Source: an optimization exercise on an open RTL-to-GDS flow (aim: small area). Production flows keep margins and buffers that such runs may drop. Only simulation tests tie the RTL to the original design; equivalence was not proved. No activity file was given, so power comes from the tool's default toggle rates.

$ cat flow/run.sh
#!/bin/bash
# synth_recipe.tcl (not shown) runs the flow's synth.tcl, then flattens the netlist and writes it again
# the make line also repeats each setting of config.mk as NAME=value (left out here)
make -C /OpenROAD-flow-scripts/flow DESIGN_CONFIG=/design/flow/config.mk WORK_HOME=/design/flow/orfs CLKGATE_MAP_FILE= SYNTH_SCRIPT=/design/flow/synth_recipe.tcl finish
$ cat flow/design.v
module dcpu16_core (
    input  wire        clk,
    input  wire        rst,
    output reg         mem_req,
    output reg         mem_we,
    output wire [15:0] mem_addr,
    output wire [15:0] mem_wdata,
    input  wire        mem_ack,
    input  wire [15:0] mem_rdata,
    output wire        halted
);
    localparam [3:0] OP_EXT = 4'h0, OP_SET = 4'h1, OP_ADD = 4'h2, OP_SUB = 4'h3,
                     OP_MUL = 4'h4, OP_DIV = 4'h5, OP_MOD = 4'h6, OP_SHL = 4'h7,
                     OP_SHR = 4'h8, OP_AND = 4'h9, OP_BOR = 4'hA, OP_XOR = 4'hB,
                     OP_IFE = 4'hC, OP_IFN = 4'hD, OP_IFG = 4'hE, OP_IFB = 4'hF;
    localparam [5:0] EOP_JSR = 6'h01, EOP_INT = 6'h08, EOP_IAG = 6'h09, EOP_IAS = 6'h0A,
                     EOP_HWN = 6'h10, EOP_HWQ = 6'h11, EOP_HWI = 6'h12;
    localparam [5:0] OPC_POP = 6'h18, OPC_PEEK = 6'h19, OPC_PUSH = 6'h1A, OPC_SP = 6'h1B,
                     OPC_PC = 6'h1C, OPC_EX = 6'h1D, OPC_IA = 6'h1E, OPC_NW = 6'h1F;
    localparam [4:0] S_F0    = 5'd0,    
                     S_FETCH = 5'd1,    
                     S_DEC   = 5'd2,    
                     S_SKIP  = 5'd3,    
                     S_NW    = 5'd4,    
                     S_LOC   = 5'd5,    
                     S_RD    = 5'd6,    
                     S_BMV   = 5'd7,    
                     S_APC   = 5'd8,    
                     S_SPUPD = 5'd9,    
                     S_REST  = 5'd10,   
                     S_EXEC  = 5'd11,   
                     S_SHR1  = 5'd12,   
                     S_STEP  = 5'd13,   
                     S_POST  = 5'd14,   
                     S_POST2 = 5'd15,   
                     S_EXC   = 5'd16,   
                     S_WB    = 5'd17,   
                     S_WR    = 5'd18,   
                     S_JPC   = 5'd19,   
                     S_JSP   = 5'd20,   
                     S_I0    = 5'd21,   
                     S_ISP2  = 5'd22,   
                     S_IRA   = 5'd23,   
                     S_IA    = 5'd24,   
                     S_IIA   = 5'd25,   
                     S_HWQ0  = 5'd26,   
                     S_HWQ1  = 5'd27,   
                     S_HALT  = 5'd28,
                     S_COND  = 5'd29,   
                     S_I1    = 5'd30;   
    reg [4:0] state;
    reg [15:0] g0, g1, g2, g3, g4, g5, g6, g7;   
    reg [15:0] s0, s1;                           
    reg [2:0]  rp;           
    reg        clr;          
    wire       sclr = clr && rp[2:1] == 2'b00;    
    reg [15:0] pc, ex;
    reg [15:0] ir;
    reg [15:0] adr;          
    reg [15:0] va;           
    reg [15:0] vb;           
    reg [15:0] r;            
    reg [4:0]  cnt;
    reg        ph;           
    reg        skip;
    reg        c;            
    reg        iph;          
    assign mem_addr  = adr;
    assign mem_wdata = vb;
    assign halted    = (state == S_HALT);
    wire [3:0] op    = ir[3:0];
    wire [5:0] bcode = ir[9:4];
    wire [5:0] acode = ir[15:10];
    wire [5:0] eop   = ir[9:4];
    wire       is_basic = (op != OP_EXT);
    wire e_jsr = !is_basic && eop == EOP_JSR;
    wire e_int = !is_basic && eop == EOP_INT;
    wire e_iag = !is_basic && eop == EOP_IAG;
    wire e_ias = !is_basic && eop == EOP_IAS;
    wire e_hwn = !is_basic && eop == EOP_HWN;
    wire e_hwq = !is_basic && eop == EOP_HWQ;
    wire e_hwi = !is_basic && eop == EOP_HWI;
    wire ext_assigned = e_jsr | e_int | e_iag | e_ias | e_hwn | e_hwq | e_hwi;
    wire has_d = is_basic | e_iag | e_hwn;           
    wire has_s = !(e_iag | e_hwn);                   
    wire [5:0] dcode = is_basic ? bcode : acode;
    wire rd_d  = is_basic && op != OP_SET;           
    wire is_cond = is_basic && op[3:2] == 2'b11;
    wire is_mc   = is_basic && (op == OP_MUL || op == OP_DIV || op == OP_MOD ||
                                op == OP_SHL || op == OP_SHR);
    wire op_div  = op == OP_DIV;
    wire op_mod  = op == OP_MOD;
    function automatic f_nw(input [5:0] cd);
        f_nw = (cd[5:3] == 3'b010) || (cd == OPC_NW);
    endfunction
    function automatic f_mem(input [5:0] cd);
        f_mem = (cd[5:3] == 3'b010) || (cd[5:3] == 3'b001) ||
                (cd == OPC_POP) || (cd == OPC_PEEK) || (cd == OPC_PUSH);
    endfunction
    wire d_nw  = has_d && f_nw(dcode);
    wire s_nw  = has_s && f_nw(acode);
    wire d_mem = has_d && f_mem(dcode);
    wire s_mem = has_s && f_mem(acode);
    wire d_gpr = has_d && dcode[5:3] == 3'b000;
    wire d_pop  = has_d && dcode == OPC_POP;
    wire d_push = has_d && dcode == OPC_PUSH;
    wire s_pop  = has_s && acode == OPC_POP;
    wire s_push = has_s && acode == OPC_PUSH;
    localparam [2:0] O_M2 = 3'b110, O_M1 = 3'b100, O_0 = 3'b000, O_P1 = 3'b001, O_P2 = 3'b011;
    reg [2:0] o_spd, o_aoff, o_dd;      
    always @(*) begin
        o_dd   = d_pop ? O_P1 : d_push ? O_M1 : O_0;
        case ({d_pop, d_push, s_pop, s_push})
            4'b1010: o_spd = O_P2;
            4'b0101: o_spd = O_M2;
            4'b1000, 4'b0010: o_spd = O_P1;
            4'b0100, 4'b0001: o_spd = O_M1;
            default: o_spd = O_0;
        endcase
        case ({d_pop, d_push, s_push})
            3'b101: o_aoff = O_0;
            3'b011: o_aoff = O_M2;
            3'b100: o_aoff = O_P1;
            3'b010, 3'b001: o_aoff = O_M1;
            default: o_aoff = O_0;
        endcase
    end
    wire sp_chg = d_pop ^ d_push ^ s_pop ^ s_push ? 1'b1 : (d_pop & s_pop) | (d_push & s_push);
    wire [5:0] cd   = ph ? acode : dcode;
    wire [2:0] cls  = f_cls(cd);
    wire [2:0] soff = ph ? o_aoff : (d_push ? O_M1 : O_0);     
    wire [2:0] voff = ph ? o_dd : O_0;                           
    wire       want = ph | rd_d;                                 
    wire       g_al = (rp == cd[2:0]);
    wire       gd_al = (rp == dcode[2:0]);
    function automatic [2:0] f_cls(input [5:0] c6);
        if (c6[5])                 f_cls = 3'd5;
        else if (c6[4:3] == 2'b00) f_cls = 3'd0;
        else if (c6[4:3] == 2'b01) f_cls = 3'd1;
        else if (c6[4:3] == 2'b10) f_cls = 3'd2;
        else if (c6[2:0] <= 3'd2)  f_cls = 3'd3;
        else if (c6[2:0] == 3'd3)  f_cls = 3'd4;
        else if (c6[2:0] == 3'd6)  f_cls = 3'd6;
        else                       f_cls = 3'd5;
    endfunction
    wire [2:0] dcls = f_cls(dcode);
    localparam [3:0] X_0 = 4'd0, X_T = 4'd1, X_U = 4'd2, X_PC = 4'd3, X_EX = 4'd4,
                     X_VB = 4'd5, X_R = 4'd6, X_RSH = 4'd7, X_LIT = 4'd8;
    localparam [1:0] A_ADD = 2'd0, A_AND = 2'd1, A_OR = 2'd2, A_XOR = 2'd3;
    reg [3:0]  xsel;
    reg        yva, yinv, k1, cin;
    reg [1:0]  aop;
    reg [15:0] x;
    always @(*) begin
        case (xsel)
            X_T:     x = clr ? 16'h0000 : g0;
            X_U:     x = sclr ? 16'h0000 : s0;
            X_PC:    x = pc;
            X_EX:    x = ex;
            X_VB:    x = vb;
            X_R:     x = r;
            X_RSH:   x = {r[14:0], vb[15]};
            X_LIT:   x = {11'd0, cd[4:0]};
            default: x = 16'h0000;
        endcase
    end
    wire [15:0] y = ((va & {16{yva}}) | {15'd0, k1}) ^ {16{yinv}};
    reg [16:0] cy;
    reg [15:0] sum;
    integer k;
    always @(*) begin
        cy[0] = cin;
        for (k = 0; k < 16; k = k + 1) begin
            sum[k]   = x[k] ^ y[k] ^ cy[k];
            cy[k+1]  = (x[k] & y[k]) | (cy[k] & (x[k] ^ y[k]));
        end
    end
    wire cout = cy[16];
    reg [15:0] za;
    always @(*) begin
        case (aop)
            A_AND:   za = x & y;
            A_OR:    za = x | y;
            A_XOR:   za = x ^ y;
            default: za = sum;
        endcase
    end
    wire [15:0] z = za & {16{!rst}};    
    wire zzero = (za == 16'h0000);
    reg  zf;                             
    reg  sgn;                            
    wire ns = r[15] ^ cout ^ !sgn;
    wire qb = !ns & (op_div | op_mod);   
    wire       al_sp  = !rp[0];
    wire       al_ia  = rp[0];
    wire       va_zero = (va == 16'h0000);
    wire       va_big  = (va[15:5] != 11'd0);
    reg        gwe, swe;                  
    reg        pc_ld, adr_ld, vb_ld, r_ld, ex_ld, va_ld;
    reg        va_rd, ir_rd;              
    reg        val_ld;                    
    reg [4:0]  nstate;
    reg        skip_n, c_ld, iph_n, ph_n;
    reg [1:0]  cnt_op;                    
    reg [4:0]  cnt_in;
    reg [1:0]  sh;                        
    reg        adv;                       
    reg        sgn_clr;
    wire [4:0] after_a = sp_chg ? S_SPUPD :
                         (d_mem && (s_nw || s_mem)) ? S_REST : S_EXEC;
    wire [4:0] to_a    = s_nw ? (d_mem ? S_APC : S_NW) : S_LOC;
    wire       go_a    = !ph && has_s;
    wire [4:0] next_op = go_a ? to_a : after_a;
    wire [4:0] to_dst  = d_mem ? S_WR : S_WB;
    always @(*) begin
        gwe = 1'b0; swe = 1'b0;
        pc_ld = 1'b0; adr_ld = 1'b0; vb_ld = 1'b0; r_ld = 1'b0; ex_ld = 1'b0; va_ld = 1'b0;
        va_rd = 1'b0; ir_rd = 1'b0; val_ld = 1'b0;
        xsel = X_0; yva = 1'b0; yinv = 1'b0; k1 = 1'b0; cin = 1'b0; aop = A_ADD;
        mem_req = 1'b0; mem_we = 1'b0;
        nstate = state;
        skip_n = skip; c_ld = 1'b0; iph_n = iph; ph_n = ph;
        cnt_op = 2'd0; cnt_in = 5'd0;
        sh = 2'd0; adv = 1'b0; sgn_clr = 1'b0;
        case (state)
            S_F0: begin
                xsel = X_PC; adr_ld = 1'b1;
                nstate = S_FETCH;
            end
            S_FETCH: begin
                mem_req = 1'b1;
                xsel = X_PC; cin = 1'b1;
                if (mem_ack) begin
                    ir_rd = 1'b1; pc_ld = 1'b1; adr_ld = 1'b1;
                    nstate = S_DEC;
                end
            end
            S_DEC: begin
                ph_n = !has_d;
                if (!is_basic && !ext_assigned)
                    nstate = S_HALT;
                else if (skip)
                    nstate = S_SKIP;
                else if (has_d)
                    nstate = d_nw ? S_NW : S_LOC;
                else
                    nstate = s_nw ? S_NW : S_LOC;
            end
            S_SKIP: begin
                xsel = X_PC;
                k1  = d_nw & s_nw;
                cin = d_nw | s_nw;
                pc_ld = 1'b1; adr_ld = 1'b1;
                skip_n = 1'b0;
                nstate = S_FETCH;
            end
            S_NW: begin
                mem_req = 1'b1;
                xsel = X_PC; cin = 1'b1;
                if (mem_ack) begin
                    va_rd = 1'b1; pc_ld = 1'b1; adr_ld = 1'b1;
                    nstate = S_LOC;
                end
            end
            S_LOC: begin
                case (cls)
                    3'd0: begin
                        xsel = X_T;
                        if (!want) begin nstate = next_op; adv = 1'b1; end
                        else if (g_al) begin val_ld = 1'b1; begin nstate = next_op; adv = 1'b1; end end
                    end
                    3'd1, 3'd2: begin
                        xsel = X_T; yva = (cls == 3'd2);
                        if (g_al) begin
                            adr_ld = 1'b1; r_ld = !ph;
                            begin nstate = want ? S_RD : next_op; adv = !want; end
                        end
                    end
                    3'd3: begin
                        xsel = X_U;
                        {yinv, k1, cin} = soff;
                        if (al_sp) begin
                            adr_ld = 1'b1; r_ld = !ph;
                            begin nstate = want ? S_RD : next_op; adv = !want; end
                        end
                    end
                    3'd4: begin
                        xsel = X_U;
                        {yinv, k1, cin} = voff;
                        if (!want) begin nstate = next_op; adv = 1'b1; end
                        else if (al_sp) begin val_ld = 1'b1; begin nstate = next_op; adv = 1'b1; end end
                    end
                    3'd6: begin
                        xsel = X_U;
                        if (!want) begin nstate = next_op; adv = 1'b1; end
                        else if (al_ia) begin val_ld = 1'b1; begin nstate = next_op; adv = 1'b1; end end
                    end
                    default: begin
                        xsel = (cd == OPC_PC) ? X_PC : (cd == OPC_EX) ? X_EX :
                               (cd == OPC_NW) ? X_0 : X_LIT;
                        yva  = (cd == OPC_NW);
                        val_ld = want;
                        begin nstate = next_op; adv = 1'b1; end
                    end
                endcase
            end
            S_RD: begin
                mem_req = 1'b1;
                if (mem_ack) begin
                    va_rd = 1'b1;
                    nstate = ph ? after_a : S_BMV;
                end
            end
            S_BMV: begin
                yva = 1'b1; vb_ld = 1'b1;
                adv = 1'b1;
                nstate = next_op;
            end
            S_APC: begin
                xsel = X_PC; adr_ld = 1'b1;
                nstate = S_NW;
            end
            S_SPUPD: begin
                xsel = X_U;
                {yinv, k1, cin} = o_spd;
                if (al_sp) begin
                    swe = 1'b1;
                    nstate = (d_mem && (s_nw || s_mem)) ? S_REST : S_EXEC;
                end
            end
            S_REST: begin
                xsel = X_R; adr_ld = 1'b1;
                nstate = S_EXEC;
            end
            S_EXEC: begin
                if (is_basic) begin
                    case (op)
                        OP_MUL: begin
                            r_ld = 1'b1;
                            cnt_op = 2'd1; cnt_in = 5'd16;
                            nstate = S_STEP;
                        end
                        OP_DIV, OP_MOD: begin
                            if (va_zero) begin
                                vb_ld = 1'b1; ex_ld = op_div;
                                nstate = to_dst;
                            end else begin
                                ex_ld = op_div; r_ld = 1'b1; sgn_clr = 1'b1;
                                cnt_op = 2'd1; cnt_in = op_div ? 5'd0 : 5'd16;
                                nstate = S_STEP;
                            end
                        end
                        OP_SHL, OP_SHR: begin
                            cnt_op = 2'd1; cnt_in = va[4:0];
                            if (va_big) begin
                                vb_ld = 1'b1; ex_ld = 1'b1;
                                nstate = to_dst;
                            end else if (op == OP_SHL) begin
                                r_ld = 1'b1;
                                nstate = (va[4:0] == 5'd0) ? S_POST : S_STEP;
                            end else begin
                                xsel = X_VB; r_ld = 1'b1;
                                nstate = S_SHR1;
                            end
                        end
                        default: begin
                            xsel = (op == OP_SET) ? X_0 : X_VB;
                            yva  = 1'b1;
                            yinv = (op == OP_SUB) || (op == OP_IFG);
                            cin  = (op == OP_SUB) || (op == OP_IFG);
                            aop  = (op == OP_AND || op == OP_IFB) ? A_AND :
                                   (op == OP_BOR) ? A_OR :
                                   (op == OP_XOR || op == OP_IFE || op == OP_IFN) ? A_XOR : A_ADD;
                            c_ld = 1'b1;
                            if (is_cond) begin
                                nstate = S_COND;
                            end else begin
                                vb_ld = 1'b1;
                                nstate = (op == OP_ADD || op == OP_SUB) ? S_EXC : to_dst;
                            end
                        end
                    endcase
                end else begin
                    case (eop)
                        EOP_JSR: nstate = S_JPC;
                        EOP_INT: nstate = S_I0;
                        EOP_IAG: begin
                            xsel = X_U;
                            if (al_ia) begin vb_ld = 1'b1; nstate = to_dst; end
                        end
                        EOP_IAS: begin
                            yva = 1'b1;
                            if (al_ia) begin swe = 1'b1; nstate = S_F0; end
                        end
                        EOP_HWN: begin
                            vb_ld = 1'b1; nstate = to_dst;
                        end
                        EOP_HWQ: nstate = S_HWQ0;
                        default: nstate = S_F0;      
                    endcase
                end
            end
            S_COND: begin
                case (op)
                    OP_IFE:  skip_n = !zf;
                    OP_IFN:  skip_n = zf;
                    OP_IFG:  skip_n = !(c && !zf);
                    default: skip_n = zf;
                endcase
                nstate = S_F0;
            end
            S_I1: begin
                nstate = zf ? S_F0 : S_JPC;
            end
            S_SHR1: begin
                vb_ld = 1'b1;
                nstate = (va[4:0] == 5'd0) ? S_POST : S_STEP;
            end
            S_STEP: begin
                cnt_op = 2'd2;
                if (op == OP_MUL || op == OP_SHR) begin
                    xsel = X_R; yva = (op == OP_MUL) & vb[0];
                    sh = 2'd1;
                end else begin
                    xsel = X_RSH; yva = (op != OP_SHL); yinv = !sgn; cin = !sgn;
                    sh = 2'd2;
                end
                if (cnt == 5'd1) nstate = op_div ? to_dst : S_POST;
            end
            S_POST: begin
                xsel = (op == OP_SHR) ? X_VB : X_R;
                yva  = op_mod;
                r_ld  = op_mod && sgn;
                ex_ld = !op_mod;                  
                nstate = (op == OP_SHR || op_mod) ? S_POST2 : to_dst;
            end
            S_POST2: begin
                xsel = X_R; vb_ld = 1'b1;
                nstate = to_dst;
            end
            S_EXC: begin
                yinv = (op == OP_SUB); cin = c;
                ex_ld = 1'b1;
                nstate = to_dst;
            end
            S_WB: begin
                xsel = X_VB;
                case (dcls)
                    3'd0: if (gd_al) begin gwe = 1'b1; nstate = S_F0; end
                    3'd4: if (al_sp) begin swe = 1'b1; nstate = S_F0; end
                    3'd6: if (al_ia) begin swe = 1'b1; nstate = S_F0; end
                    default: begin
                        if (dcode == OPC_PC) begin
                            pc_ld = 1'b1; adr_ld = 1'b1; nstate = S_FETCH;
                        end else if (dcode == OPC_EX) begin
                            ex_ld = 1'b1; nstate = S_F0;
                        end else
                            nstate = S_F0;
                    end
                endcase
            end
            S_WR: begin
                mem_req = 1'b1; mem_we = 1'b1;
                xsel = e_jsr ? X_0 : X_PC; yva = e_jsr;
                if (mem_ack) begin
                    if (e_jsr) begin
                        pc_ld = 1'b1; adr_ld = 1'b1;
                        nstate = S_FETCH;
                    end else if (e_int) begin
                        iph_n = 1'b1;
                        nstate = iph ? S_IA : S_ISP2;
                    end else begin
                        adr_ld = 1'b1;
                        nstate = S_FETCH;
                    end
                end
            end
            S_JPC: begin
                xsel = X_PC; vb_ld = 1'b1;
                nstate = S_JSP;
            end
            S_JSP, S_ISP2: begin
                xsel = X_U; yinv = 1'b1;
                if (al_sp) begin
                    swe = 1'b1; adr_ld = 1'b1;
                    nstate = (state == S_JSP) ? S_WR : S_IRA;
                end
            end
            S_I0: begin
                xsel = X_U;
                iph_n = 1'b0;
                if (al_ia) nstate = S_I1;
            end
            S_IRA: begin
                xsel = X_T;
                if (rp == 3'd0) begin vb_ld = 1'b1; nstate = S_WR; end
            end
            S_IA: begin
                yva = 1'b1;
                if (rp == 3'd0) begin gwe = 1'b1; nstate = S_IIA; end
            end
            S_IIA: begin
                xsel = X_U;
                if (al_ia) begin pc_ld = 1'b1; adr_ld = 1'b1; nstate = S_FETCH; end
            end
            S_HWQ0: begin
                if (rp == 3'd0) begin gwe = 1'b1; nstate = S_HWQ1; end
            end
            S_HWQ1: begin
                gwe = 1'b1;
                if (rp == 3'd4) nstate = S_F0;
            end
            default: nstate = S_HALT;    
        endcase
        if (adv && go_a) ph_n = 1'b1;
        if (val_ld) begin
            if (ph) va_ld = 1'b1; else vb_ld = 1'b1;
        end
        if (rst) begin
            gwe = 1'b0; swe = 1'b0;
            pc_ld = 1'b1; adr_ld = 1'b1; ex_ld = 1'b1;
            sh = 2'd0;
        end
    end
    wire [15:0] gtap = clr ? 16'h0000 : g0;
    wire [15:0] stap = sclr ? 16'h0000 : s0;
    always @(posedge clk) begin
        g0 <= g1; g1 <= g2; g2 <= g3; g3 <= g4; g4 <= g5; g5 <= g6; g6 <= g7;
        g7 <= gwe ? z : gtap;
        s0 <= s1;
        s1 <= swe ? z : stap;
        if (pc_ld)  pc  <= z;
        if (adr_ld) adr <= z;
        if (sh == 2'd1) begin
            r  <= {cout, z[15:1]};
            vb <= {z[0], vb[15:1]};
        end else if (sh == 2'd2) begin
            r   <= z;
            sgn <= ns;
            vb  <= {vb[14:0], op_div ? ex[15] : qb};
            if (op_div) ex <= {ex[14:0], qb};
        end else begin
            if (vb_ld) vb <= z;
            if (r_ld)  r  <= z;
            if (ex_ld) ex <= z;
        end
        if (rst) begin
            rp    <= 3'd0;
            clr   <= 1'b1;
            state <= S_FETCH;
            skip  <= 1'b0;
        end else begin
            rp <= rp + 3'd1;
            if (rp == 3'd7) clr <= 1'b0;
            state <= nstate;
            skip  <= skip_n;
            iph   <= iph_n;
            ph    <= ph_n;
            if (c_ld) c <= cout;
            if (sgn_clr) sgn <= 1'b0;
            zf <= zzero;
            if (ir_rd)  ir  <= mem_rdata;
            if (va_rd)      va <= mem_rdata;
            else if (va_ld) va <= z;
            case (cnt_op)
                2'd1: cnt <= cnt_in;
                2'd2: cnt <= cnt - 5'd1;
                default: ;
            endcase
        end
    end
endmodule
$ cat flow/config.mk
export PLATFORM = sky130hd
export DESIGN_NAME = dcpu16_core
export DESIGN_NICKNAME = dcpu16_core
export VERILOG_FILES = /design/flow/design.v
export SDC_FILE = /design/flow/constraint.sdc
export NUM_CORES = 4
export LEC_CHECK = 0
export CAP_MARGIN = 30
export CORE_MARGIN = 2
export CORE_UTILIZATION = 30
export SLEW_MARGIN = 30
$ cat flow/constraint.sdc
create_clock -name core_clock -period 10.0 [get_ports {clk}]
set_input_delay 2.0000 -clock core_clock [delete_from_list [all_inputs] [get_ports {clk}]]
set_output_delay 2.0000 -clock core_clock [all_outputs]
set_load 0.01 [all_outputs]
==> flow_summary_export.csv, run 1 <==
group,metric,value,unit
synth,synth_top_area_share,0.2454,
timing,period_share,0.9660,
flow_run,drv_cap,0,
worst_hold_path,worstHoldEndpoint,"g2[11]",
critical_path,critPathMostFrequentCell,"fa_2",
worst_hold_path,holdCritStartpoint,"g3[11]",
synth,yosys_register_bits,292,
synth,ys_warn_count,1,
timing,slew-limit-headroom,0.2969,
critical_path,startpoint_type,"flop",
critical_path,critical_path.max_fanout,4,
critical_path,timing.rr.start,"ir[2]",
pwr,leakage,6.857,nW
die,die_area,0.05114,mm²
critical_path,crit_required,10.32,ns
synth,ys.flop_type,"dfxtp_1",
global_routing,grt-ovfl-total,0,
synth,synth_nets,1617,
die,chipHeight,226.1,µm
run_status,outcome,"no timing/DRC/antenna violations",
timing,hold_violations,0,
global_routing,grt_max_degree,54,
pwr,power.total,4.915,mW
worst_hold_path,whs_path_depth,0,
detailed_routing,wire_per_inst,23.47,µm
critical_path,cp.arrival,9.98,ns
timing,whs,0.3196,ns
synth,synth_cells,1541,
synth,synth_edf_count,121,
synth,yosysTopAreaCell,"edfxtp_1",
critical_path,worstSetupPathType,"reg -> reg",
finish,fin_util,0.3721,
worst_hold_path,min_path_type,"reg -> reg",
detailed_routing,dr_total_vias,13183,
clocking,tritoncts,"yes",
die,die_x,226.1,µm
critical_path,r2r_cells,29,
global_routing,antenna_found_initial,1,
clocking,clockBufferDepth,3,
timing,period_minus_slack,9.660,ns
global_routing,track_usage,0.2166,
critical_path,endpoint_kind,"flop",
timing,fin_setup_tns,0,ns
finish,regArea,0.007057,mm²
detailed_routing,ant_nets,0,
finish,area_delta_synth_final,22.79,%
detailed_routing,drc_errors,0,
finish,n_antenna_cell,0,
synth,avgSynthCellArea,9.607,µm²
clocking,cts_buffers,29,
timing,fin_skew,0.01273,ns
clocking,htreeDepth,1,
critical_path,ff2ff_setup_slack,0.34,ns
clocking,clkTransAtPathRegs,0.07,ns
detailed_routing,detail_route.first_pass.iterations,7,
synth,synthArstFlopShare,0,
die,start_util,0.3031,
synth,synth_cell_types,80,
finish,layout_common_cells,"192 x nand2_1, 175 x buf_4, 171 x dfxtp_1",
global_routing,grt_pass1_vias,13049,
critical_path,crit_path_top_delay_cell,"or4_4",
pwr,powerDensity,270.4,mW/mm²
synth,synthTopCellsByArea,"edfxtp_1 25%, dfxtp_1 23%, nand2_1 4.9%",
clocking,clk_latency,0.57,ns
place,io_buffer_count,53,
place,place_hpwl,42190,µm
synth,synth_area,0.01480,mm²
critical_path,reg2reg_to,"vb[15]",
critical_path,crit_path_max_incr_delay,0.60,ns
critical_path,crit_path_start,"ir[2]",
finish,drive_gt1_frac,0.1708,
finish,final_common_cell,"nand2_1",
timing,max_slew.worst_pin.slew,1.055,ns
die,core_region_area,0.04885,mm²
place,routabilityCongestion,0.9757,
pwr,max-vdd-ir-drop,162.0,µV
finish,fillCellCount,4966,
timing,rsz0062_at_grt,"false",
timing,fmax,103.5,MHz
detailed_routing,via_per_inst,5.553,
timing,finalSetupViolations,0,
finish,fin_nets,1764,
die,std_cell_rows,81,
finish,multi_input_area,0.007289,mm²
die,io_pins,54,
clocking,numClockSinks,292,
timing,slew_violations,0,
detailed_routing,wl,55710,µm
clocking,clockRootBuffer,"clkbuf_16",
detailed_routing,drtIter0Drc,1230,
synth,synth-seq-area-share,0.4767,
global_routing,grt_pass1_wl,83360,µm
-- through the flow --
stage	cells	setup WS (ns)	cell area [µm²]
6_report	2374	0.3401	18180
3_5_place_dp	2319	-0.3979	17070
5_1_grt	2374	0.03784	18180
4_1_cts	2374	0.03789	18110
3_3_place_gp	2319	-0.1954	17070
2_1_floorplan	1541	0.03870	14840
-- worst max path at each step --
| stage | to | slack (ns) |
|---|---|---|
| final | vb[15] | 0.34 |
| after detailed placement | va[15] | -0.40 |
| after CTS | va[15] | 0.04 |
| after global routing | vb[15] | 0.04 |
| after floorplan | va[15] | 0.04 |
| after global placement | r[15] | -0.20 |
-- where the power goes --
group	internal [mW]	switching (mW)	total, mW
clock	0.630	0.470	1.10
sequential	1.48	0.0928	1.57
combinational	0.842	1.40	2.24
-- final cells by class --
class	count	area share
Sequential cell	292	0.3882
Clock inverter	7	0.003579
Multi-Input combinational cell	1089	0.4010
Clock buffer	46	0.04997
Tap cell	664	0.04570
Inverter	47	0.009705
Timing Repair Buffer	229	0.1018
-- worst max-delay path: cells and delay by family, from the launching register on --
family,cells,cell delay (ns)
adder cells (fa/ha/maj),16,5.68
AND/OR/NAND/NOR,6,2.08
AO/OA/AOI/OAI,3,0.91
flip-flops,1,0.39
buffers and inverters,4,0.33
-- synthesized netlist by cell type, drive strengths merged (13+ instances only) --
cell	number
and3	24
nor2b	17
xnor2	31
nor2	95
a221oi	22
nand4	13
nand2b	18
buf	21
o22ai	13
nor3	30
mux2i	27
o211ai	21
nor4	17
inv	47
and2	21
nand3	27
o21ai	81
dfxtp	171
a221o	13
clkbuf	92
edfxtp	121
xor2	22
nand2	192
a211oi	33
ha	41
or2	15
a21oi	113
fa	16
-- repair_timing --
item                       CTS  global route
pin swaps                    3             5
hold buffers                 0             0
setup endpoints to repair   13            16
gates resized for setup     17            15
setup buffers                2             0
-- routing by layer --
metal	track usage	up-vias	wire, µm
met4	0.1114	2	3210
met3	0.03123	173	3744
met5	0	-	14
met1	0.2697	6380	22250
met2	0.3648	640	26490
li1	-	5988	-
-- kinds of logic (layout without fill, tap and decap cells) --
logic type | after synthesis | after routing | synth area share
simple gates | 508 | 508 | 0.1663
compound gates | 438 | 438 | 0.2033
flops | 292 | 292 | 0.4767
buf+inv | 160 | 329 | 0.04319
fa+ha+maj | 57 | 57 | 0.05629
xor+xnor | 53 | 53 | 0.03136
mux | 33 | 33 | 0.02282
==> run 2, diff against run 1 <==
--- a/flow/config.mk
+++ b/flow/config.mk
@@ -6,6 +6,6 @@
 export NUM_CORES = 4
 export LEC_CHECK = 0
-export CAP_MARGIN = 30
+export CAP_MARGIN = 10
 export CORE_MARGIN = 2
 export CORE_UTILIZATION = 30
-export SLEW_MARGIN = 30
+export SLEW_MARGIN = 10
==> run 2 against run 1 <==
Final area unchanged. Non-clock buffer count increased by 2. Wire length decreased by 0.30%. Combinational power about the same. Highest routed layer unchanged. Still clean. Sequential share of layout area unchanged. Clock skew increased by 0.013 ns. Total power increased by 0.36%. Sequential power about the same. Critical endpoint unchanged. Count of clock-buffer cells in the layout decreased by 2. Maximum frequency decreased by 0.26%. Final cell count increased by 0.21%.
==> flow_summary_export.csv, run 2 <==
group,metric,value,unit
run_status,outcome,"no timing/DRC/antenna violations",
clocking,tritoncts,"yes",
detailed_routing,wl,55540,µm
finish,final_common_cell,"nand2_1",
finish,fin_nets,1767,
synth,synth_simple_gate_area_share,0.1663,
synth,yosys_register_bits,292,
detailed_routing,dr_total_vias,13190,
synth,synth_cell_types,80,
pwr,p_int,2.953,mW
place,place_hpwl,42250,µm
timing,period_share,0.9685,
synth,synth_area,0.01480,mm²
clocking,cts_buffers,30,
critical_path,cp.arrival,10.03,ns
synth,synth_top_area_share,0.2454,
global_routing,grt_pass1_vias,12909,
flow_run,drv_cap,0,
finish,regArea,0.007057,mm²
die,die_area,0.05114,mm²
detailed_routing,drc_errors,0,
pwr,power.total,4.933,mW
critical_path,worstSetupPathType,"reg -> reg",
synth,synth_adder_area_share,0.05629,
detailed_routing,via_per_inst,5.544,
clocking,htreeDepth,1,
timing,fmax,103.3,MHz
finish,drive_gt1_frac,0.1691,
timing,whs,0.3103,ns
clocking,cts_hold_buf,0,
critical_path,critical_path.max_fanout,7,
pwr,combPwrFrac,0.455,
pwr,p_seq_frac,0.318,
synth,synthTopCellsByArea,"edfxtp_1 25%, dfxtp_1 23%, nand2_1 4.9%",
synth,synth-compound-area-share,0.2033,
synth,yosysTopAreaCell,"edfxtp_1",
synth,synth_most_common_cell,"nand2_1",
pwr,power_switching,1.980,mW
synth,ys_warn_count,1,
timing,slew-limit-headroom,0.1988,
timing,max_slew.worst_pin.slew,1.198,ns
detailed_routing,drtIter0Drc,1304,
synth,synthArstFlopShare,0,
detailed_routing,wire_per_inst,23.35,µm
die,core_region_area,0.04885,mm²
global_routing,grt_pass1_wl,83030,µm
critical_path,crit_buf_inv,6,
pwr,power_frac_clock,0.226,
critical_path,endpoint_kind,"flop",
synth,ys.flop_type,"dfxtp_1",
critical_path,crit_required,10.34,ns
detailed_routing,detail_route.first_pass.iterations,6,
critical_path,startpoint_type,"flop",
clocking,numClockSinks,292,
timing,slew_violations,0,
pwr,max-vdd-ir-drop,166.2,µV
global_routing,grt-ovfl-total,0,
synth,synth_top_family_by_area,"compound AO/OA/AOI/OAI gates",
synth,synth_nets,1617,
clocking,clkTransAtPathRegs,0.07,ns
pwr,switching_share,0.4014,
synth,synthMuxAreaShare,0.02282,
global_routing,grt_max_degree,54,
die,start_util,0.3031,
finish,n_antenna_cell,0,
critical_path,cp_top_family,"adder cells",
critical_path,critPathMostFrequentCell,"fa_2",
pwr,powerDensity,271.4,mW/mm²
synth,synth-seq-area-share,0.4767,
synth,synthTopCellsByCount,"192 x nand2_1, 171 x dfxtp_1, 121 x edfxtp_1, 113 x a21oi_1, 95 x nor2_1",
synth,synth_xor_area_frac,0.03136,
finish,fillCellCount,4997,
worst_hold_path,min_path_type,"reg -> reg",
die,die_x,226.1,µm
timing,fin_skew,0.02577,ns
timing,period_minus_slack,9.685,ns
synth,synth_edf_count,121,
clocking,clockBufferDepth,3,
pwr,leakage,6.874,nW
finish,multi_input_area,0.007257,mm²
critical_path,crit_path_max_incr_delay,0.59,ns
place,io_buffer_count,53,
finish,layout_common_cells,"192 x nand2_1, 178 x buf_4, 171 x dfxtp_1",
timing,hold_violations,0,
global_routing,track_usage,0.2165,
timing,finalSetupViolations,0,
clocking,clk_latency,0.61,ns
critical_path,crit_path_top_delay_cell,"or4_4",
synth,avgSynthCellArea,9.607,µm²
detailed_routing,ant_nets,0,
finish,area_delta_synth_final,22.79,%
global_routing,antenna_found_initial,1,
die,std_cell_rows,81,
die,chipHeight,226.1,µm
place,routabilityCongestion,0.9757,
synth,synth_cells,1541,
clocking,clockRootBuffer,"clkbuf_16",
die,io_pins,54,
[run 2: cell types whose count changed in the layout (fill, tap and decap cells not counted), sizes merged]
cell / previous run / this run
clkinv: 1 / 7
clkbuf: 46 / 44
buf: 177 / 179
clkinvlp: 2 / 1
[run 2: what timing repair did]
item | in CTS | in global routing
gates resized for setup | 17 | 11
endpoints found under the setup margin | 13 | 15
cloned | 0 | 0
pin swaps | 6 | 3
setup buffers | 2 | 2
hold endpoints to repair | 0 | 0
[run 2: final timing paths]
| path | slack [ns] | end | start | cells after the start |
|---|---|---|---|---|
| max reg2reg | 0.31 | vb[15] | ir[2] | 33 |
| max | 0.31 | vb[15] | ir[2] | 33 |
| min reg2reg | 0.31 | g1[5] | g2[5] | 0 |
| min | 0.31 | g1[5] | g2[5] | 0 |
[run 2: area by class of cell]
class	count	share of cell area
clock buffers	44	0.04901
clock inverters	12	0.005713
inverters	47	0.009705
multi-input cells	1089	0.3992
flip-flops and latches	292	0.3882
well taps	664	0.04570
repair buffers	231	0.1024
[run 2: cells by family (layout without fill, tap and decap cells)]
| group | count (synthesis) | count (layout) |
|---|---|---|
| AND/OR/NAND/NOR | 508 | 508 |
| AO/OA/AOI/OAI | 438 | 438 |
| flip-flops | 292 | 292 |
| buffers and inverters | 160 | 334 |
| adder cells (fa/ha/maj) | 57 | 57 |
| XOR/XNOR | 53 | 53 |
| multiplexers | 33 | 33 |
[run 2: metrics by stage]
step                      instance area (µm²)  setup TNS (ns)  utilization  cells  setup slack [ns]
after floorplan                         14840               0            -   1541           0.03870
after global placement                  17070          -1.206       0.3493   2319           -0.1954
after detailed placement                17070          -2.630       0.3493   2319           -0.3602
after CTS                               18130               0       0.3712   2377           0.05285
after global routing                    18180       -0.009058       0.3721   2379         -0.009058
final                                   18180               0       0.3721   2379            0.3149
[run 2: power groups by stage]
stage	sequential [mW]	clock, mW	combinational (mW)
2_1_floorplan	1.57	0	1.27
3_3_place_gp	1.59	0	2.15
3_5_place_dp	1.59	0	2.16
4_1_cts	1.57	1.14	2.20
5_1_grt	1.58	1.18	2.42
6_report	1.57	1.12	2.25
[run 2: per-layer routing]
metal | vias to the layer above | track usage | share of wire
li1 | 6006 | - | -
met2 | 599 | 0.3596 | 0.47
met5 | - | 0 | 0.00023
met1 | 6411 | 0.2681 | 0.40
met3 | 172 | 0.03292 | 0.064
met4 | 2 | 0.1233 | 0.063
==> run 3, diff against run 2 <==
--- a/flow/design.v
+++ b/flow/design.v
@@ -48,5 +48,6 @@
                      S_HALT  = 5'd28,
                      S_COND  = 5'd29,   
-                     S_I1    = 5'd30;   
+                     S_I1    = 5'd30,   
+                     S_LOGIC = 5'd31;   
     reg [4:0] state;
     reg [15:0] g0, g1, g2, g3, g4, g5, g6, g7;   
@@ -145,24 +146,17 @@
     endfunction
     wire [2:0] dcls = f_cls(dcode);
-    localparam [3:0] X_0 = 4'd0, X_T = 4'd1, X_U = 4'd2, X_PC = 4'd3, X_EX = 4'd4,
-                     X_VB = 4'd5, X_R = 4'd6, X_RSH = 4'd7, X_LIT = 4'd8;
-    localparam [1:0] A_ADD = 2'd0, A_AND = 2'd1, A_OR = 2'd2, A_XOR = 2'd3;
-    reg [3:0]  xsel;
+    localparam [9:0] X_0 = 10'd0, X_T = 10'd1, X_U = 10'd2, X_PC = 10'd4, X_EX = 10'd8,
+                     X_VB = 10'd16, X_R = 10'd32, X_RSH = 10'd64, X_LIT = 10'd128, X_VA = 10'd256;
+    reg [9:0]  xsel;                       
     reg        yva, yinv, k1, cin;
-    reg [1:0]  aop;
-    reg [15:0] x;
-    always @(*) begin
-        case (xsel)
-            X_T:     x = clr ? 16'h0000 : g0;
-            X_U:     x = sclr ? 16'h0000 : s0;
-            X_PC:    x = pc;
-            X_EX:    x = ex;
-            X_VB:    x = vb;
-            X_R:     x = r;
-            X_RSH:   x = {r[14:0], vb[15]};
-            X_LIT:   x = {11'd0, cd[4:0]};
-            default: x = 16'h0000;
-        endcase
-    end
+    wire [15:0] x = ({16{xsel[0] & !clr}}  & g0) |
+                    ({16{xsel[1] & !sclr}} & s0) |
+                    ({16{xsel[2]}} & pc) |
+                    ({16{xsel[3]}} & ex) |
+                    ({16{xsel[4]}} & vb) |
+                    ({16{xsel[5]}} & r)  |
+                    ({16{xsel[6]}} & {r[14:0], vb[15]}) |
+                    ({16{xsel[7]}} & {11'd0, cd[4:0]}) |
+                    ({16{xsel[8]}} & va);
     wire [15:0] y = ((va & {16{yva}}) | {15'd0, k1}) ^ {16{yinv}};
     reg [16:0] cy;
@@ -177,13 +171,5 @@
     end
     wire cout = cy[16];
-    reg [15:0] za;
-    always @(*) begin
-        case (aop)
-            A_AND:   za = x & y;
-            A_OR:    za = x | y;
-            A_XOR:   za = x ^ y;
-            default: za = sum;
-        endcase
-    end
+    wire [15:0] za = sum;
     wire [15:0] z = za & {16{!rst}};    
     wire zzero = (za == 16'h0000);
@@ -217,5 +203,5 @@
         pc_ld = 1'b0; adr_ld = 1'b0; vb_ld = 1'b0; r_ld = 1'b0; ex_ld = 1'b0; va_ld = 1'b0;
         va_rd = 1'b0; ir_rd = 1'b0; val_ld = 1'b0;
-        xsel = X_0; yva = 1'b0; yinv = 1'b0; k1 = 1'b0; cin = 1'b0; aop = A_ADD;
+        xsel = X_0; yva = 1'b0; yinv = 1'b0; k1 = 1'b0; cin = 1'b0; 
         mem_req = 1'b0; mem_we = 1'b0;
         nstate = state;
@@ -365,13 +351,14 @@
                         end
                         default: begin
-                            xsel = (op == OP_SET) ? X_0 : X_VB;
-                            yva  = 1'b1;
-                            yinv = (op == OP_SUB) || (op == OP_IFG);
-                            cin  = (op == OP_SUB) || (op == OP_IFG);
-                            aop  = (op == OP_AND || op == OP_IFB) ? A_AND :
-                                   (op == OP_BOR) ? A_OR :
-                                   (op == OP_XOR || op == OP_IFE || op == OP_IFN) ? A_XOR : A_ADD;
+                            xsel = (op == OP_SET) ? X_0 : (op == OP_BOR) ? (X_VB | X_VA) : X_VB;
+                            yva  = (op != OP_BOR);
+                            yinv = (op == OP_SUB) || (op == OP_IFE) || (op == OP_IFN) || (op == OP_IFG);
+                            cin  = yinv;
                             c_ld = 1'b1;
-                            if (is_cond) begin
+                            if (op == OP_AND || op == OP_XOR || op == OP_IFB) begin
+                                r_ld = 1'b1;
+                                cnt_op = 2'd1; cnt_in = (op == OP_XOR) ? 5'd4 : 5'd2;
+                                nstate = S_LOGIC;
+                            end else if (is_cond) begin
                                 nstate = S_COND;
                             end else begin
@@ -401,9 +388,21 @@
                 end
             end
+            S_LOGIC: begin
+                cnt_op = 2'd2;
+                if (cnt[2] || (cnt == 5'd2 && op != OP_XOR)) begin
+                    xsel = X_VB | X_VA; va_ld = 1'b1;
+                end else begin
+                    xsel = X_R; yva = 1'b1; yinv = 1'b1; cin = 1'b1;
+                    va_ld = (cnt == 5'd3);
+                    r_ld  = (cnt == 5'd2);
+                    vb_ld = (cnt == 5'd1);
+                end
+                if (cnt == 5'd1) nstate = is_cond ? S_COND : to_dst;
+            end
             S_COND: begin
                 case (op)
                     OP_IFE:  skip_n = !zf;
                     OP_IFN:  skip_n = zf;
-                    OP_IFG:  skip_n = !(c && !zf);
+                    OP_IFG:  skip_n = !(c && !zf);    
                     default: skip_n = zf;
                 endcase
--- a/flow/config.mk
+++ b/flow/config.mk
@@ -6,6 +6,8 @@
 export NUM_CORES = 4
 export LEC_CHECK = 0
-export CAP_MARGIN = 10
+export CAP_MARGIN = 30
 export CORE_MARGIN = 2
 export CORE_UTILIZATION = 30
-export SLEW_MARGIN = 10
+export CTS_BUF_LIST = sky130_fd_sc_hd__clkbuf_8
+export GPL_TIMING_DRIVEN = 0
+export SLEW_MARGIN = 30
==> run 3 against run 2 <==
Utilization down 1.1 points. Combinational power down 26%. Critical path depth up 1. Total power down 12%. Clock skew up 0.022 ns. Sequential share of layout area up 3.3 points. Via count down 5.3%. Synthesized area down 5.3%. Final area down 7.9%.
==> flow_summary_export.csv, run 3 <==
group,metric,value,unit
synth,synthTopCellsByArea,"edfxtp_1 26%, dfxtp_1 24%, nand2_1 5.2%",
critical_path,cp.arrival,10.21,ns
place,place_hpwl,39200,µm
timing,rsz0062_at_grt,"true",
critical_path,critPathMostFrequentCell,"fa_2",
die,std_cell_rows,79,
timing,slew-limit-headroom,0.3364,
synth,yosys_register_bits,292,
synth,synth_area,0.01402,mm²
timing,fmax,102.5,MHz
clocking,clockRootBuffer,"clkbuf_8",
timing,slew_violations,0,
worst_hold_path,holdCritStartpoint,"s1[15]",
finish,layout_common_cells,"193 x nand2_1, 171 x dfxtp_1, 121 x edfxtp_1",
die,die_area,0.04849,mm²
clocking,clkTransAtPathRegs,0.07,ns
clocking,clk_latency,0.59,ns
global_routing,grt_pass1_vias,12180,
critical_path,worstSetupPathType,"reg -> reg",
place,io_buffer_count,52,
synth,ys_warn_count,1,
detailed_routing,ant_nets,0,
synth,synth_cells,1442,
global_routing,track_usage,0.2153,
finish,n_antenna_cell,0,
die,start_util,0.3025,
finish,fin_nets,1610,
clocking,htreeDepth,2,
die,chipHeight,220.2,µm
timing,period_share,0.9755,
detailed_routing,drc_errors,0,
synth,synth-seq-area-share,0.5032,
flow_run,drv_cap,0,
clocking,tritoncts,"yes",
finish,final_common_cell,"nand2_1",
pwr,leakage,5.905,nW
synth,synth_nets,1488,
synth,synth_cell_types,98,
global_routing,antenna_found_initial,0,
die,core_region_area,0.04636,mm²
critical_path,critical_path.max_fanout,7,
synth,synthTopCellsByCount,"194 x nand2_1, 171 x dfxtp_1, 121 x edfxtp_1, 115 x nor2_1, 96 x o21ai_0",
critical_path,startpoint_type,"flop",
pwr,powerDensity,259.3,mW/mm²
finish,area_delta_synth_final,19.43,%
critical_path,cp_top_family,"adder cells",
die,die_x,220.2,µm
critical_path,crit_path_max_incr_delay,0.51,ns
timing,max_slew.worst_pin.slew,0.9895,ns
detailed_routing,drtIter0Drc,1675,
synth,ys.flop_type,"dfxtp_1",
critical_path,crit_path_start,"ir[0]",
timing,whs,0.3113,ns
timing,fin_skew,0.04753,ns
timing,finalSetupViolations,0,
global_routing,grt-ovfl-total,0,
clocking,numClockSinks,292,
critical_path,endpoint_kind,"flop",
finish,drive_gt1_frac,0.1305,
synth,synth_top_area_share,0.2591,
run_status,outcome,"no timing/DRC/antenna violations",
global_routing,grt_pass1_wl,78620,µm
detailed_routing,dr_total_vias,12497,
worst_hold_path,min_path_type,"reg -> reg",
pwr,max-vdd-ir-drop,189.5,µV
timing,hold_violations,0,
finish,fin_util,0.3613,
global_routing,grt_max_degree,17,
synth,synth_most_common_cell,"nand2_1",
detailed_routing,detail_route.first_pass.iterations,9,
detailed_routing,wire_per_inst,23.68,µm
clocking,clockBufferDepth,3,
timing,period_minus_slack,9.755,ns
critical_path,crit_path_top_delay_cell,"or4_4",
detailed_routing,via_per_inst,5.657,
detailed_routing,wl,52310,µm
place,routabilityCongestion,0.9923,
clocking,cts_buffers,48,
synth,yosysTopAreaCell,"edfxtp_1",
critical_path,crit_required,10.45,ns
synth,synthArstFlopShare,0,
critical_path,timing.rr.start,"ir[0]",
synth,avgSynthCellArea,9.726,µm²
synth,synth_edf_count,121,
critical_path,crit_buf_inv,4,
die,io_pins,54,
[run 3: cells by family after synthesis]
| kind of cell | synth area share |
|---|---|
| AND/OR/NAND/NOR | 0.1789 |
| AO/OA/AOI/OAI | 0.1896 |
| flip-flops | 0.5032 |
| buffers and inverters | 0.04425 |
| multiplexers | 0.02899 |
| XOR/XNOR | 0.02177 |
| adder cells (fa/ha/maj) | 0.03337 |
[run 3: cell type report]
class,count,area (µm²)
Sequential cell,292,7057
Inverter,49,187.7
Tap cell,607,759.5
Timing Repair Buffer,76,704.4
Multi-Input combinational cell,1002,6575
Clock inverter,36,307.8
Buffer,95,442.9
Clock buffer,52,715.7
Fill cell,4657,29610
[run 3: timing repair]
item                       in CTS  in global routing
pin swaps                      15                 16
setup endpoints to repair      28                 18
cloned                          0                  0
buffers inserted               14                  8
hold buffers                    0                  0
gates resized for setup        40                 19
[run 3: per-layer routing]
layer	up-vias	part of all wire	wire [µm]	global-route usage
li1	5556	-	-	-
met2	704	0.45	23730	0.3438
met1	6091	0.41	21700	0.2881
met4	0	0.045	2377	0.09463
met5	-	0	0	0
met3	146	0.086	4503	0.03395
[run 3: per-stage QoR]
stage,power (mW),std cells,worst slack (ns),setup TNS [ns],instance area [µm²]
2_1_floorplan,2.520,1442,0.04546,0,14040
3_3_place_gp,3.143,2101,-1.263,-22.31,15320
3_5_place_dp,3.146,2103,-1.095,-17.25,15380
4_1_cts,4.308,2202,0.004910,0,16630
5_1_grt,4.538,2209,-0.1343,-0.2693,16750
6_report,4.344,2209,0.2454,0,16750
[run 3: worst reg2reg max path, delay by kind of cell, from the launching register on]
family	cells	cell delay [ns]
compound gates	4	1.00
xor+xnor	3	0.53
fa+ha+maj	17	6.05
buf+inv	4	0.52
flops	1	0.38
simple gates	6	1.15
[run 3: final timing paths]
kind                               end  slack [ns]  depth (start not counted)
worst max-delay path             vb[0]        0.25                         34
worst min-delay path            s0[15]        0.31                          0
worst max register to register   vb[0]        0.25                         34
worst min register to register  s0[15]        0.31                          0
[run 3: power breakdown]
| group | leakage, nW | switching, mW | internal, mW |
|---|---|---|---|
| logic | 2.77 | 1.09 | 0.583 |
| clock network | 0.576 | 0.494 | 0.617 |
| registers | 2.55 | 0.0945 | 1.47 |
| total | 5.90 | 1.68 | 2.67 |
==> run 4, diff against run 3 <==
--- a/flow/design.v
+++ b/flow/design.v
@@ -160,13 +160,21 @@
                     ({16{xsel[8]}} & va);
     wire [15:0] y = ((va & {16{yva}}) | {15'd0, k1}) ^ {16{yinv}};
-    reg [16:0] cy;
-    reg [15:0] sum;
+    wire [15:0] ap = x ^ y;
+    wire [15:0] ag = x & y;
+    reg  [16:0] cy;
+    reg  [15:0] sum;
     integer k;
     always @(*) begin
         cy[0] = cin;
-        for (k = 0; k < 16; k = k + 1) begin
-            sum[k]   = x[k] ^ y[k] ^ cy[k];
-            cy[k+1]  = (x[k] & y[k]) | (cy[k] & (x[k] ^ y[k]));
+        for (k = 0; k < 16; k = k + 4) begin
+            cy[k+1] = ag[k] | (ap[k] & cy[k]);
+            cy[k+2] = ag[k+1] | (ap[k+1] & ag[k]) | (ap[k+1] & ap[k] & cy[k]);
+            cy[k+3] = ag[k+2] | (ap[k+2] & ag[k+1]) | (ap[k+2] & ap[k+1] & ag[k]) |
+                      (ap[k+2] & ap[k+1] & ap[k] & cy[k]);
+            cy[k+4] = ag[k+3] | (ap[k+3] & ag[k+2]) | (ap[k+3] & ap[k+2] & ag[k+1]) |
+                      (ap[k+3] & ap[k+2] & ap[k+1] & ag[k]) |
+                      (ap[k+3] & ap[k+2] & ap[k+1] & ap[k] & cy[k]);
         end
+        sum = ap ^ cy[15:0];
     end
     wire cout = cy[16];
--- a/flow/config.mk
+++ b/flow/config.mk
@@ -6,4 +6,5 @@
 export NUM_CORES = 4
 export LEC_CHECK = 0
+export ABC_AREA = 1
 export CAP_MARGIN = 30
 export CORE_MARGIN = 2
==> run 4 against run 3 <==
Still clean. Sequential cell count stayed put. First-iteration DRC count is 7.6% lower. Wire length is 1.2% higher. Final cell count is 7.2% higher. Setup slack better by 2.3 ns. Synthesized cell count is 12% higher. Sequential share of layout area is 1.1 points higher. Count of clock-buffer cells in the layout is 5 higher. Critical path type unchanged. Highest routed layer unchanged.
==> flow_summary_export.csv, run 4 <==
group,metric,value,unit
worst_hold_path,min_path_type,"reg -> reg",
clocking,htreeDepth,2,
die,start_util,0.3054,
timing,fin_setup_tns,0,ns
finish,final_area,0.01634,mm²
clocking,clk_latency,0.66,ns
pwr,powerDensity,256.1,mW/mm²
detailed_routing,wire_per_inst,22.34,µm
timing,fin_skew,0.05811,ns
critical_path,cp.depth,32,
finish,fin_nets,1780,
global_routing,antenna_found_initial,0,
detailed_routing,wl,52920,µm
detailed_routing,ant_nets,0,
synth,ys_warn_count,1,
synth,synthTopCellsByArea,"edfxtp_1 26%, dfxtp_1 25%, nand2_1 9.0%",
clocking,clockBufferDepth,3,
global_routing,grt_pass1_wl,78180,µm
critical_path,ff2ff_setup_slack,2.57,ns
synth,yosysTopAreaCell,"edfxtp_1",
detailed_routing,dr_total_vias,12355,
critical_path,crit_buf_inv,8,
timing,hold_violations,0,
die,die_x,219.4,µm
timing,fmax,134.6,MHz
global_routing,track_usage,0.2223,
timing,period_share,0.7430,
global_routing,grt_pass1_vias,11842,
place,routabilityCongestion,0.9670,
timing,period_minus_slack,7.430,ns
flow_run,drv_cap,0,
place,postPlaceCellArea,0.01529,mm²
critical_path,r2r_cells,32,
detailed_routing,drtIter0Drc,1548,
clocking,cts_buffers,49,
critical_path,cp.arrival,7.84,ns
critical_path,endpoint_kind,"flop",
finish,final_common_cell,"nand2_1",
clocking,clkTransAtPathRegs,0.07,ns
synth,synth_most_common_cell,"nand2_1",
finish,area_delta_synth_final,17.40,%
critical_path,reg2reg_to,"vb[13]",
place,io_buffer_count,53,
clocking,clockRootBuffer,"clkbuf_8",
pwr,leakage,6.685,nW
run_status,outcome,"no timing/DRC/antenna violations",
clocking,post_cts_buffers,0,
finish,n_antenna_cell,0,
synth,synth_nets,1672,
critical_path,critical_path.max_fanout,10,
place,place_hpwl,40010,µm
timing,rsz0062_at_grt,"false",
critical_path,crit_path_start,"ir[0]",
die,core_region_area,0.04558,mm²
die,io_pins,54,
clocking,cts_hold_buf,0,
critical_path,crit_path_max_incr_delay,0.61,ns
critical_path,cp_top_family,"simple AND/OR/NAND/NOR gates",
critical_path,timing.rr.start,"ir[0]",
global_routing,grt_max_degree,17,
worst_hold_path,holdCritStartpoint,"s1[0]",
detailed_routing,detail_route.first_pass.iterations,5,
clocking,post_cts_resized,0,
detailed_routing,drc_errors,0,
pwr,power.total,4.185,mW
critical_path,crit_required,10.41,ns
finish,fin_util,0.3585,
synth,synthTopCellsByCount,"333 x nand2_1, 206 x inv_1, 171 x dfxtp_1, 150 x nor2_1, 123 x o21ai_0",
die,chipHeight,219.4,µm
timing,slew_violations,0,
critical_path,crit_path_top_delay_cell,"edfxtp_1",
critical_path,endpoint,"vb[13]",
clocking,tritoncts,"yes",
synth,synth_area,0.01392,mm²
synth,synth_cells,1622,
finish,layout_common_cells,"332 x nand2_1, 225 x inv_1, 171 x dfxtp_1",
die,die_area,0.04813,mm²
synth,synthArstFlopShare,0,
synth,synth-seq-area-share,0.5070,
synth,synth_top_area_share,0.2611,
critical_path,critPathMostFrequentCell,"inv_1",
synth,ys.flop_type,"dfxtp_1",
synth,synth_edf_count,121,
pwr,max-vdd-ir-drop,188.9,µV
timing,max_slew.worst_pin.slew,1.059,ns
detailed_routing,via_per_inst,5.215,
synth,synth_cell_types,65,
global_routing,grt-ovfl-total,0,
critical_path,worstSetupPathType,"reg -> reg",
die,std_cell_rows,78,
timing,slew-limit-headroom,0.2912,
finish,drive_gt1_frac,0.1023,
timing,finalSetupViolations,0,
synth,yosys_register_bits,292,
critical_path,startpoint_type,"flop",
clocking,numClockSinks,292,
synth,avgSynthCellArea,8.581,µm²
==> run 4: through the flow <==
| stage | hold slack (ns) | setup WS (ns) | cells |
|---|---|---|---|
| floorplan | 0.3096 | 4.977 | 1622 |
| global route | 0.2964 | 2.360 | 2369 |
| global placement | 0.3097 | 2.763 | 2275 |
| detailed placement | 0.3121 | 2.980 | 2279 |
| CTS | 0.2794 | 2.885 | 2369 |
| finish | 0.2782 | 2.570 | 2369 |
==> run 4: worst min path at each step <==
stage,cells past startpoint,end,slack (ns)
finish,0,s0[0],0.28
global route,0,s0[0],0.30
CTS,0,g1[2],0.28
detailed placement,0,g0[11],0.31
global placement,0,g5[2],0.31
floorplan,0,g0[0],0.31
==> run 4: cell families after synthesis <==
family | after synthesis | synth area share
AND/OR/NAND/NOR | 712 | 0.2376
AO/OA/AOI/OAI | 296 | 0.1340
flip-flops | 292 | 0.5070
buffers and inverters | 264 | 0.07434
adder cells (fa/ha/maj) | 31 | 0.03003
XOR/XNOR | 27 | 0.01699
==> run 4: cell type report <==
cell class / instances / area [µm²]
repair buffers: 57 / 571.8
plain buffers: 44 / 206.4
clock inverters: 33 / 265.3
fillers: 4694 / 29240
flip-flops and latches: 292 / 7057
well taps: 600 / 750.7
multi-input cells: 1066 / 5877
inverters: 220 / 828.3
clock buffers: 57 / 784.5
==> run 4: report_power, final <==
| group | switching (mW) | leakage (nW) | internal (mW) |
|---|---|---|---|
| Sequential | 0.0904 | 2.56 | 1.49 |
| Combinational | 1.03 | 3.51 | 0.442 |
| Clock | 0.511 | 0.609 | 0.629 |
| Total | 1.63 | 6.68 | 2.56 |
==> run 4: routing by layer <==
layer / vias up / part of all wire / GRT usage
li1: 5721 / - / -
met1: 5844 / 0.41 / 0.2937
met2: 660 / 0.45 / 0.3548
met3: 130 / 0.088 / 0.03756
met4: 0 / 0.051 / 0.1014
met5: - / 0 / 0
==> run 5, diff against run 4 <==
--- a/flow/design.v
+++ b/flow/design.v
@@ -27,5 +27,5 @@
                      S_BMV   = 5'd7,    
                      S_APC   = 5'd8,    
-                     S_SPUPD = 5'd9,    
+                     S_POPI  = 5'd9,    
                      S_REST  = 5'd10,   
                      S_EXEC  = 5'd11,   
@@ -108,31 +108,8 @@
     wire s_pop  = has_s && acode == OPC_POP;
     wire s_push = has_s && acode == OPC_PUSH;
-    localparam [2:0] O_M2 = 3'b110, O_M1 = 3'b100, O_0 = 3'b000, O_P1 = 3'b001, O_P2 = 3'b011;
-    reg [2:0] o_spd, o_aoff, o_dd;      
-    always @(*) begin
-        o_dd   = d_pop ? O_P1 : d_push ? O_M1 : O_0;
-        case ({d_pop, d_push, s_pop, s_push})
-            4'b1010: o_spd = O_P2;
-            4'b0101: o_spd = O_M2;
-            4'b1000, 4'b0010: o_spd = O_P1;
-            4'b0100, 4'b0001: o_spd = O_M1;
-            default: o_spd = O_0;
-        endcase
-        case ({d_pop, d_push, s_push})
-            3'b101: o_aoff = O_0;
-            3'b011: o_aoff = O_M2;
-            3'b100: o_aoff = O_P1;
-            3'b010, 3'b001: o_aoff = O_M1;
-            default: o_aoff = O_0;
-        endcase
-    end
-    wire sp_chg = d_pop ^ d_push ^ s_pop ^ s_push ? 1'b1 : (d_pop & s_pop) | (d_push & s_push);
     wire [5:0] cd   = ph ? acode : dcode;
     wire [2:0] cls  = f_cls(cd);
-    wire [2:0] soff = ph ? o_aoff : (d_push ? O_M1 : O_0);     
-    wire [2:0] voff = ph ? o_dd : O_0;                           
     wire       want = ph | rd_d;                                 
     wire       g_al = (rp == cd[2:0]);
-    wire       gd_al = (rp == dcode[2:0]);
     function automatic [2:0] f_cls(input [5:0] c6);
         if (c6[5])                 f_cls = 3'd5;
@@ -145,5 +122,4 @@
         else                       f_cls = 3'd5;
     endfunction
-    wire [2:0] dcls = f_cls(dcode);
     localparam [9:0] X_0 = 10'd0, X_T = 10'd1, X_U = 10'd2, X_PC = 10'd4, X_EX = 10'd8,
                      X_VB = 10'd16, X_R = 10'd32, X_RSH = 10'd64, X_LIT = 10'd128, X_VA = 10'd256;
@@ -201,6 +177,5 @@
     reg        adv;                       
     reg        sgn_clr;
-    wire [4:0] after_a = sp_chg ? S_SPUPD :
-                         (d_mem && (s_nw || s_mem)) ? S_REST : S_EXEC;
+    wire [4:0] after_a = (d_mem && (s_nw || s_mem)) ? S_REST : S_EXEC;
     wire [4:0] to_a    = s_nw ? (d_mem ? S_APC : S_NW) : S_LOC;
     wire       go_a    = !ph && has_s;
@@ -273,13 +248,13 @@
                     3'd3: begin
                         xsel = X_U;
-                        {yinv, k1, cin} = soff;
+                        yinv = (cd == OPC_PUSH);
                         if (al_sp) begin
-                            adr_ld = 1'b1; r_ld = !ph;
-                            begin nstate = want ? S_RD : next_op; adv = !want; end
+                            adr_ld = 1'b1; r_ld = !ph; swe = (cd == OPC_PUSH);
+                            if (cd == OPC_POP) nstate = S_POPI;
+                            else begin nstate = want ? S_RD : next_op; adv = !want; end
                         end
                     end
                     3'd4: begin
                         xsel = X_U;
-                        {yinv, k1, cin} = voff;
                         if (!want) begin nstate = next_op; adv = 1'b1; end
                         else if (al_sp) begin val_ld = 1'b1; begin nstate = next_op; adv = 1'b1; end end
@@ -304,4 +279,5 @@
                     va_rd = 1'b1;
                     nstate = ph ? after_a : S_BMV;
+                    ph_n = 1'b0;
                 end
             end
@@ -315,10 +291,9 @@
                 nstate = S_NW;
             end
-            S_SPUPD: begin
-                xsel = X_U;
-                {yinv, k1, cin} = o_spd;
+            S_POPI: begin
+                xsel = X_U; cin = 1'b1;
                 if (al_sp) begin
                     swe = 1'b1;
-                    nstate = (d_mem && (s_nw || s_mem)) ? S_REST : S_EXEC;
+                    nstate = want ? S_RD : next_op; adv = !want;
                 end
             end
@@ -453,12 +428,12 @@
             S_WB: begin
                 xsel = X_VB;
-                case (dcls)
-                    3'd0: if (gd_al) begin gwe = 1'b1; nstate = S_F0; end
+                case (cls)
+                    3'd0: if (g_al) begin gwe = 1'b1; nstate = S_F0; end
                     3'd4: if (al_sp) begin swe = 1'b1; nstate = S_F0; end
                     3'd6: if (al_ia) begin swe = 1'b1; nstate = S_F0; end
                     default: begin
-                        if (dcode == OPC_PC) begin
+                        if (cd == OPC_PC) begin
                             pc_ld = 1'b1; adr_ld = 1'b1; nstate = S_FETCH;
-                        end else if (dcode == OPC_EX) begin
+                        end else if (cd == OPC_EX) begin
                             ex_ld = 1'b1; nstate = S_F0;
                         end else
@@ -520,5 +495,5 @@
             default: nstate = S_HALT;    
         endcase
-        if (adv && go_a) ph_n = 1'b1;
+        if (adv) ph_n = go_a;    
         if (val_ld) begin
             if (ph) va_ld = 1'b1; else vb_ld = 1'b1;
==> run 5 against run 4 <==
Still clean. Final area down 3.4%. Global-route usage down 1.4 points. Die area down 2.6%. Wire length down 6.5%. Synthesized cell count down 1.5%. Largest power group unchanged.
==> flow_summary_export.csv, run 5 <==
group,metric,value,unit
die,die_area,0.04688,mm²
global_routing,grt-ovfl-total,0,
critical_path,startpoint_type,"flop",
finish,regArea,0.007057,mm²
finish,drive_gt1_frac,0.09326,
detailed_routing,wire_per_inst,21.24,µm
synth,synth_cell_types,57,
finish,fin_nets,1751,
timing,slew-limit-headroom,0.3844,
timing,max_slew.worst_pin.slew,0.9164,ns
timing,finalSetupViolations,0,
pwr,leakage,6.416,nW
synth,synth_edf_count,121,
pwr,switching_share,0.3843,
critical_path,crit_required,10.39,ns
timing,fin_skew,0.03311,ns
synth,avgSynthCellArea,8.483,µm²
die,die_x,216.5,µm
global_routing,track_usage,0.2087,
critical_path,crit_buf_inv,6,
finish,layoutNonFillerInstCount,2329,
worst_hold_path,whs_path_depth,0,
pwr,p_seq_frac,0.399,
critical_path,endpoint_kind,"flop",
finish,final_common_cell,"nand2_1",
detailed_routing,detail_route.first_pass.iterations,8,
synth,synthTopCellsByArea,"edfxtp_1 27%, dfxtp_1 25%, nand2_1 10%",
timing,hold_violations,0,
critical_path,critPathMostFrequentCell,"nand2_1",
clocking,clockRootBuffer,"clkbuf_8",
synth,ys_warn_count,1,
finish,fillCellCount,4580,
die,io_pins,54,
finish,n_antenna_cell,0,
place,routabilityCongestion,0.9396,
synth,synth-seq-area-share,0.5209,
timing,rsz0062_at_grt,"false",
critical_path,worstSetupPathType,"reg -> reg",
synth,synth_cells,1597,
synth,synthTopCellsByCount,"366 x nand2_1, 179 x inv_1, 171 x dfxtp_1, 154 x nor2_1, 121 x edfxtp_1",
run_status,outcome,"no timing/DRC/antenna violations",
flow_run,drv_cap,0,
worst_hold_path,min_path_type,"reg -> reg",
detailed_routing,ant_nets,0,
worst_hold_path,worstHoldEndpoint,"g5[15]",
finish,layout_common_cells,"366 x nand2_1, 192 x inv_1, 171 x dfxtp_1",
detailed_routing,drtIter0Drc,1332,
timing,period_minus_slack,7.138,ns
die,core_region_area,0.04441,mm²
critical_path,crit_path_top_delay_cell,"a221oi_1",
die,start_util,0.3050,
global_routing,grt_max_degree,17,
clocking,clk_latency,0.59,ns
synth,synth_area,0.01355,mm²
clocking,numClockSinks,292,
synth,synth_most_common_cell,"nand2_1",
clocking,cts_buffers,47,
global_routing,grt_pass1_vias,11603,
synth,synth_top_area_share,0.2682,
finish,multi_input_area,0.005565,mm²
clocking,tritoncts,"yes",
global_routing,grt_pass1_wl,73660,µm
detailed_routing,drc_errors,0,
pwr,max-vdd-ir-drop,151.4,µV
timing,period_share,0.7138,
detailed_routing,wl,49470,µm
detailed_routing,dr_total_vias,11979,
finish,area_delta_synth_final,16.55,%
place,dpl.cell_count,2247,
pwr,powerDensity,242.4,mW/mm²
timing,slew_violations,0,
clocking,cts_hold_buf,0,
critical_path,reg2reg_to,"zf",
critical_path,timing.rr.start,"state[1]",
clocking,clockBufferDepth,3,
synth,ys.flop_type,"dfxtp_1",
critical_path,cp.arrival,7.53,ns
synth,yosysTopAreaCell,"edfxtp_1",
synth,yosys_register_bits,292,
clocking,clkTransAtPathRegs,0.07,ns
pwr,power_frac_clock,0.265,
critical_path,ff2ff_setup_slack,2.86,ns
die,chipHeight,216.5,µm
clocking,htreeDepth,2,
pwr,p_int,2.356,mW
synth,synth_nets,1644,
clocking,post_cts_resized,0,
critical_path,crit_path_max_incr_delay,0.50,ns
critical_path,cp.depth,30,
global_routing,antenna_found_initial,0,
critical_path,cp_top_family,"simple AND/OR/NAND/NOR gates",
timing,fmax,140.1,MHz
die,std_cell_rows,77,
synth,synthArstFlopShare,0,
pwr,power_switching,1.471,mW
clocking,post_cts_buffers,0,
detailed_routing,via_per_inst,5.143,
critical_path,r2r_cells,30,
pwr,combPwrFrac,0.336,
critical_path,critical_path.max_fanout,10,
pwr,power.total,3.827,mW
timing,fin_setup_tns,0,ns
place,io_buffer_count,53,
worst_hold_path,holdCritStartpoint,"g6[15]",
place,place_hpwl,38720,µm
run 5: changes by cell type in the layout (fill, tap and decap cells not counted), moves of 14 or more:
cell and delta:
nand2_1 +34, nor3_1 -14, o21ai_1 +29, o21ai_0 -21, xnor2_1 -15, inv_1 -33
run 5: how the worst max path moves through the flow:
stage / slack [ns] / start / to
after global placement: 3.00 / state[1] / g7[13]
after global routing: 2.53 / state[1] / zf
after CTS: 3.05 / state[1] / zf
after floorplan: 5.19 / ir[1] / zf
final: 2.86 / state[1] / zf
after detailed placement: 3.09 / state[1] / zf
run 5: cell type report:
type	instances	area share
Inverter	197	0.04699
Sequential cell	292	0.4469
Clock buffer	48	0.04184
Tap cell	592	0.04691
Buffer	42	0.01307
Clock inverter	34	0.01553
Multi-Input combinational cell	1066	0.3525
Timing Repair Buffer	58	0.03629
run 5: routing by layer:
| metal | routed length [µm] | share of wire | global-route usage |
|---|---|---|---|
| met1 | 21250 | 0.43 | 0.2758 |
| met2 | 23270 | 0.47 | 0.3471 |
| met3 | 3122 | 0.063 | 0.02905 |
| met4 | 1819 | 0.037 | 0.07763 |
| met5 | 0 | 0 | 0 |
run 5: cells by family after synthesis:
family | count (synthesis) | synth area share
buf+inv | 239 | 0.07000
xor+xnor | 25 | 0.01616
flops | 292 | 0.5209
simple gates | 723 | 0.2335
fa+ha+maj | 28 | 0.02808
compound gates | 290 | 0.1314
run 5: power by group through the flow:
stage	combinational, mW	sequential [mW]	clock (mW)
after global routing	1.39	1.54	1.09
after global placement	1.25	1.55	0
after detailed placement	1.26	1.55	0
final	1.28	1.53	1.02
after CTS	1.27	1.52	1.04
after floorplan	0.744	1.54	0
run 5: worst register-to-register path, delay by kind of cell (launching register included):
family	cells	cell delay, ns
simple gates	16	2.65
buf+inv	6	1.56
flops	1	0.45
compound gates	6	1.46
fa+ha+maj	2	0.83
run 5: per-stage QoR:
step           hold WS [ns]  instance area (µm²)  utilization  worst slack (ns)
3_3_place_gp         0.3099                14820       0.3337             3.005
3_5_place_dp         0.3121                14880       0.3351             3.089
6_report             0.3130                15790       0.3555             2.862
4_1_cts              0.3017                15790       0.3555             3.045
2_1_floorplan        0.3096                13550            -             5.189
5_1_grt              0.3153                15790       0.3555             2.527

Setup slack of run 5, layout unchanged: 2.862 ns with ideal ports, 2.862 ns with driving cells assumed (clock clkbuf_16, inputs buf_2), 2.862 ns with port delays also shifted by the 0.627 ns mid clock arrival.
